Source: an optimization exercise on an open RTL-to-GDS flow (aim: small area, a short achievable clock period and few clock cycles). Production flows keep margins and buffers that such runs may drop. RTL that was checked went through simulation tests only; none was proved equivalent to the original. Power figures rest on the tool's default switching activity, not on a simulated workload.

## red
## scc
module scc (
    input  wire        clk,
    input  wire        rst,           
    input  wire        cmd_valid,
    input  wire [7:0]  cmd,
    output reg         ready,
    input  wire        ofs_we,
    input  wire [31:0] ofs_wdata,
    output reg  [31:0] ofs,
    output wire [31:0] msf,           
    output reg  [31:0] edc,
    output wire [31:0] status,
    output reg         mem_en,
    output reg         mem_we,
    output reg  [11:0] mem_addr,
    output reg  [7:0]  mem_wdata,
    input  wire [7:0]  mem_rdata
);
clock: 27.0 ns
lec_check: 0
cap_margin: 20
core_margin: 2
core_utilization: 40
place_density: 0.6
slew_margin: 20
standard.sh (not shown) runs the stock make flow with config.mk's settings and CLKGATE_MAP_FILE= SYNTH_SCRIPT=/design/flow/synth_recipe.tcl, a recipe that flattens the netlist after the stock synthesis.
==> flow/flow/run.sh <==
#!/bin/bash
# The standard layout (standard.sh) with these changes:
# - port buffers are buf_2 cells instead of the default delay buffers;
# - the timing repair aims for a period well below the clock's (a setup
#   margin), may size cells to other footprints, and repairs the worst
#   endpoint only.
# ORFS writes each step's full log under orfs/logs; make's own output goes to
# flow_make.log here.
set -o pipefail
bash standard.sh SETUP_SLACK_MARGIN=${SCC_SETUP_MARGIN:-20.5} MATCH_CELL_FOOTPRINT=0 \
    TNS_END_PERCENT=0 "BUFFER_PORTS_ARGS=-buffer_cell sky130_fd_sc_hd__buf_2" \
    finish > flow_make.log 2>&1
Testbench counts of red, summed over its fixed seeds: cycles 417,729.
[inputs] blue vs red
--- a/flow/design.v
+++ b/flow/design.v
@@ -312,21 +312,30 @@
                 mf   <= fge ? f2s[6:0] : f2[6:0];
                 ms   <= sge ? s2s[5:0] : s2[5:0];
                 mm   <= {mm[5:0], sge};
             end
         end
         conv_req <= 1'b0;
         if (conv_req)
             conv_start;
         if (ofs_we)                              
             ofs <= ofs_wdata;
-        begin
+        if (rst) begin
+            go_idle;
+            busy     <= 1'b1;
+            ready    <= 1'b0;
+            st_disp  <= 1'b1;
+            op_rst   <= 1'b1;
+            mem_en   <= 1'b0;
+            mem_we   <= 1'b0;
+            conv_req <= 1'b1;
+        end else begin
             if (!busy) begin
                 if (ofs_we)
                     conv_req <= 1'b1;
                 op     <= cmd;
                 op_rst <= (cmd == 8'hFF);
                 if (cmd_valid) begin
                     busy    <= 1'b1;
                     ready   <= 1'b0;
                     st_disp <= 1'b1;
                 end
@@ -475,22 +484,12 @@
                         ecc_start(1'b1);
                     else
                         st_fin <= 1'b1;
                 end else begin
                     st_erd <= 1'b1;
                     minor  <= 6'd0;
                     ptr    <= cw_start;
                 end
             end
         end
-        if (rst) begin
-            go_idle;
-            busy     <= 1'b1;
-            ready    <= 1'b0;
-            st_disp  <= 1'b1;
-            op_rst   <= 1'b1;
-            mem_en   <= 1'b0;
-            mem_we   <= 1'b0;
-            conv_req <= 1'b1;
-        end
     end
 endmodule
The run showing the greater number of global-route vias before repair is blue.
Total standard cell area after synthesis is lower on red
From red to blue the numbers moved as follows: cell area shows an increase of 4.7%; routed wire length rose 5.5%; routed metal-1 wire length went up 1100 µm; relative contribution of the clock network to total power fell by 1.3 points; maximum single-stage delay on the critical path increased by 0.03 ns relative to the old numbers.
The run showing the smaller internal power consumption is blue.
blue ended up with edfxtp_1 as its cell with the largest stage delay on the worst path; red ended up with dfxtp_1.
Final setup slack of the worst path: lower on blue
Against red as the reference, blue delivers a lower share of the synthesized area in compound gates (AO/OA/AOI/OAI).
No functional check of the RTL was part of blue.

Setup of the previous run:
scc, a different RTL version from the one above (not shown whole).
Size in the first run: roughly 1600 cells after synthesis, about 230 flip-flops, roughly 200 I/O pins, roughly 13000 sq um of cells after synthesis.
clock: 27.0 ns
lec_check: 0
cap_margin: 20
core_margin: 2
core_utilization: 40
place_density: 0.6
slew_margin: 20
==> flow/flow/run.sh <==
#!/bin/bash
# The standard layout (standard.sh) with these changes:
# - port buffers are buf_1 cells instead of the default delay buffers;
# - the clock tree uses larger sink clusters and no dummy loads;
# - the timing repair aims for a period well below the clock's (a setup
#   margin), may size cells to other footprints, and repairs the worst
#   endpoint only.
# ORFS writes each step's full log under orfs/logs; make's own output goes to
# flow_make.log here.
set -o pipefail
bash standard.sh SETUP_SLACK_MARGIN=${SCC_SETUP_MARGIN:-20.5} MATCH_CELL_FOOTPRINT=0 \
    TNS_END_PERCENT=0 "BUFFER_PORTS_ARGS=-buffer_cell sky130_fd_sc_hd__buf_1" \
    "CTS_ARGS=-sink_clustering_enable -repair_clock_nets -sink_clustering_size 24 -sink_clustering_max_diameter 100 -dont_use_dummy_load" \
    finish > flow_make.log 2>&1
Testbench counts of the previous run, summed over its fixed seeds: cycles 406,049.
> inputs changed (the previous run -> the current run)
--- a/flow/design.v
+++ b/flow/design.v
@@ -253,14 +253,15 @@
     wire [11:0] wa0    = {4'h8, wp};
     wire [11:0] wa1    = wa0 + ecc_cnt;
     wire [7:0]  ecc_p0  = gf_mul(gf_mul2(acc_a_n) ^ acc_b_n, 8'hF4);
     task go_idle;
         begin
             busy     <= 1'b0;
             ready    <= 1'b1;
+            mem_en   <= 1'b0;            
             st_disp  <= 1'b0; st_waitm <= 1'b0; st_msfw <= 1'b0; st_chk <= 1'b0;
             st_edc   <= 1'b0; st_wr    <= 1'b0; st_fin  <= 1'b0;
             st_erd   <= 1'b0;
         end
     endtask
     task fault;
         input [1:0] c;
### Flow results
- Compared with the previous run, post-synthesis instance total in the current run increased by a few percent.
- Compared with the previous run, the current run shows post-place setup slack higher by 0.0081 ns.
- Per the comparison of the current run with the previous run, global-route wire length before repair grew by about 3%, sequential share of layout area dropped 0.90 points, final routed wire length divided by cell count now sits higher, worst setup slack fell 0.0049 ns.
- XOR/XNOR share of the synthesized area: the current run < the previous run
- Looking at share of power burned in registers across the current run and the previous run, the one that comes out higher is the current run.
- Area share of fa/ha/maj cells after synthesis in the current run is 0.16 points below the previous run.
- Lower area after synthesis was reported by the previous run, not the current run.
- Delta (the current run minus the previous run): part of the cycle the worst path needs flat, utilization flat, die area up 900 sq um, clock insertion delay at the later pin of the skew report flat.
Testbench counts of the current run, summed over its fixed seeds: cycles 406,049.

== old ==
Starting RTL as in the previous note.
==> flow/design.v (excerpt) <==
module scc (
    input  wire        clk,
    input  wire        rst,           
    input  wire        cmd_valid,
    input  wire [7:0]  cmd,
    output reg         ready,
    input  wire        ofs_we,
    input  wire [31:0] ofs_wdata,
    output reg  [31:0] ofs,
    output wire [31:0] msf,           
    output reg  [31:0] edc,
    output wire [31:0] status,
    output reg         mem_en,
    output reg         mem_we,
    output reg  [11:0] mem_addr,
    output reg  [7:0]  mem_wdata,
    input  wire [7:0]  mem_rdata
);
clock: 27.0 ns
lec_check: 0
cap_margin: 20
core_margin: 2
core_utilization: 40
place_density: 0.75
slew_margin: 20
Scripts as last shown in full above: flow/flow/run.sh
Testbench counts of old, summed over its fixed seeds: cycles 406,049.
Here is what was changed in the inputs of new compared with old.
--- a/flow/design.v
+++ b/flow/design.v
@@ -253,14 +253,15 @@
     wire [11:0] wa0    = {4'h8, wp};
     wire [11:0] wa1    = wa0 + ecc_cnt;
     wire [7:0]  ecc_p0  = gf_mul(gf_mul2(acc_a_n) ^ acc_b_n, 8'hF4);
     task go_idle;
         begin
             busy     <= 1'b0;
             ready    <= 1'b1;
+            mem_en   <= 1'b0;            
             st_disp  <= 1'b0; st_waitm <= 1'b0; st_msfw <= 1'b0; st_chk <= 1'b0;
             st_edc   <= 1'b0; st_wr    <= 1'b0; st_fin  <= 1'b0;
             st_erd   <= 1'b0;
         end
     endtask
     task fault;
         input [1:0] c;
@@ -323,15 +324,15 @@
                 ms   <= sge ? s2s[5:0] : s2[5:0];
                 mm   <= {mm[5:0], sge};
             end
         end
         conv_req <= 1'b0;
         if (conv_req)
             conv_start;
-        if (ofs_we)                              
+        if (ofs_we && !busy)                     
             ofs <= ofs_wdata;
         begin
             if (!busy) begin
                 if (ofs_we)
                     conv_req <= 1'b1;
                 op     <= cmd;
                 op_rst <= (cmd == 8'hFF);
## What came out
Between new and old, the post-route minimum period is lower for old. In the metrics for new and old, the one carrying the lower power is new. new gives more last weighted congestion value of the routability-driven placer than old did. The global-route usage number comes out higher for new vs old. Number of detailed-route iterations in the first pass | new below old. First-iteration DRC count on new is up relative to old. [new vs old] total routed wirelength: higher in new. Taking old as the reference, in new core footprint shows no meaningful change; area after synthesis shows an increase of 69 um2; first-pass GRT wire length picked up an extra 4.5%; total placed instance area saw an increase. Between old and new, the cell count went up. new vs old: power per cell area down by a few percent.
Testbench counts of new, summed over its fixed seeds: cycles 406,049.

-- afterwards: timing with drivers on the ports --
How much do the figures lean on ideal ports? The routed layouts below were timed once more, with nothing changed but the port constraints. Step 1 (the two cells are an assumption about what drives the block):
set clk [get_ports {clk}]
set_driving_cell -lib_cell sky130_fd_sc_hd__clkbuf_16 $clk
set_driving_cell -lib_cell sky130_fd_sc_hd__buf_2 [delete_from_list [all_inputs] $clk]
Step 2 moves the port delays by t, midway between the first and last clock arrival at a register: inputs arrive t later, outputs are due t later. That takes back most of the time a late clock gives input paths. Slacks: ideal ports / drivers / drivers and shift; pairs: ideal ports / drivers.
run	t, ns	slack for setup (ns)	slew at the worst register clock pin (ns)
red	0.593	20.446 / 20.397 / 20.340	0.07 / 0.07
blue	0.608	20.382 / 20.331 / 19.904	0.07 / 0.07
the previous run	0.530	20.482 / 20.433 / 20.295	0.11 / 0.11
the current run	0.533	20.477 / 20.424 / 20.334	0.10 / 0.10
old	0.523	20.492 / 20.442 / 20.317	0.10 / 0.10
new	0.542	20.442 / 20.391 / 20.512	0.10 / 0.10
After both steps setup and hold are still met in every run listed. For blue, which loses most, drivers alone change the setup slack by -0.051 ns; drivers and shift together by -0.478 ns.
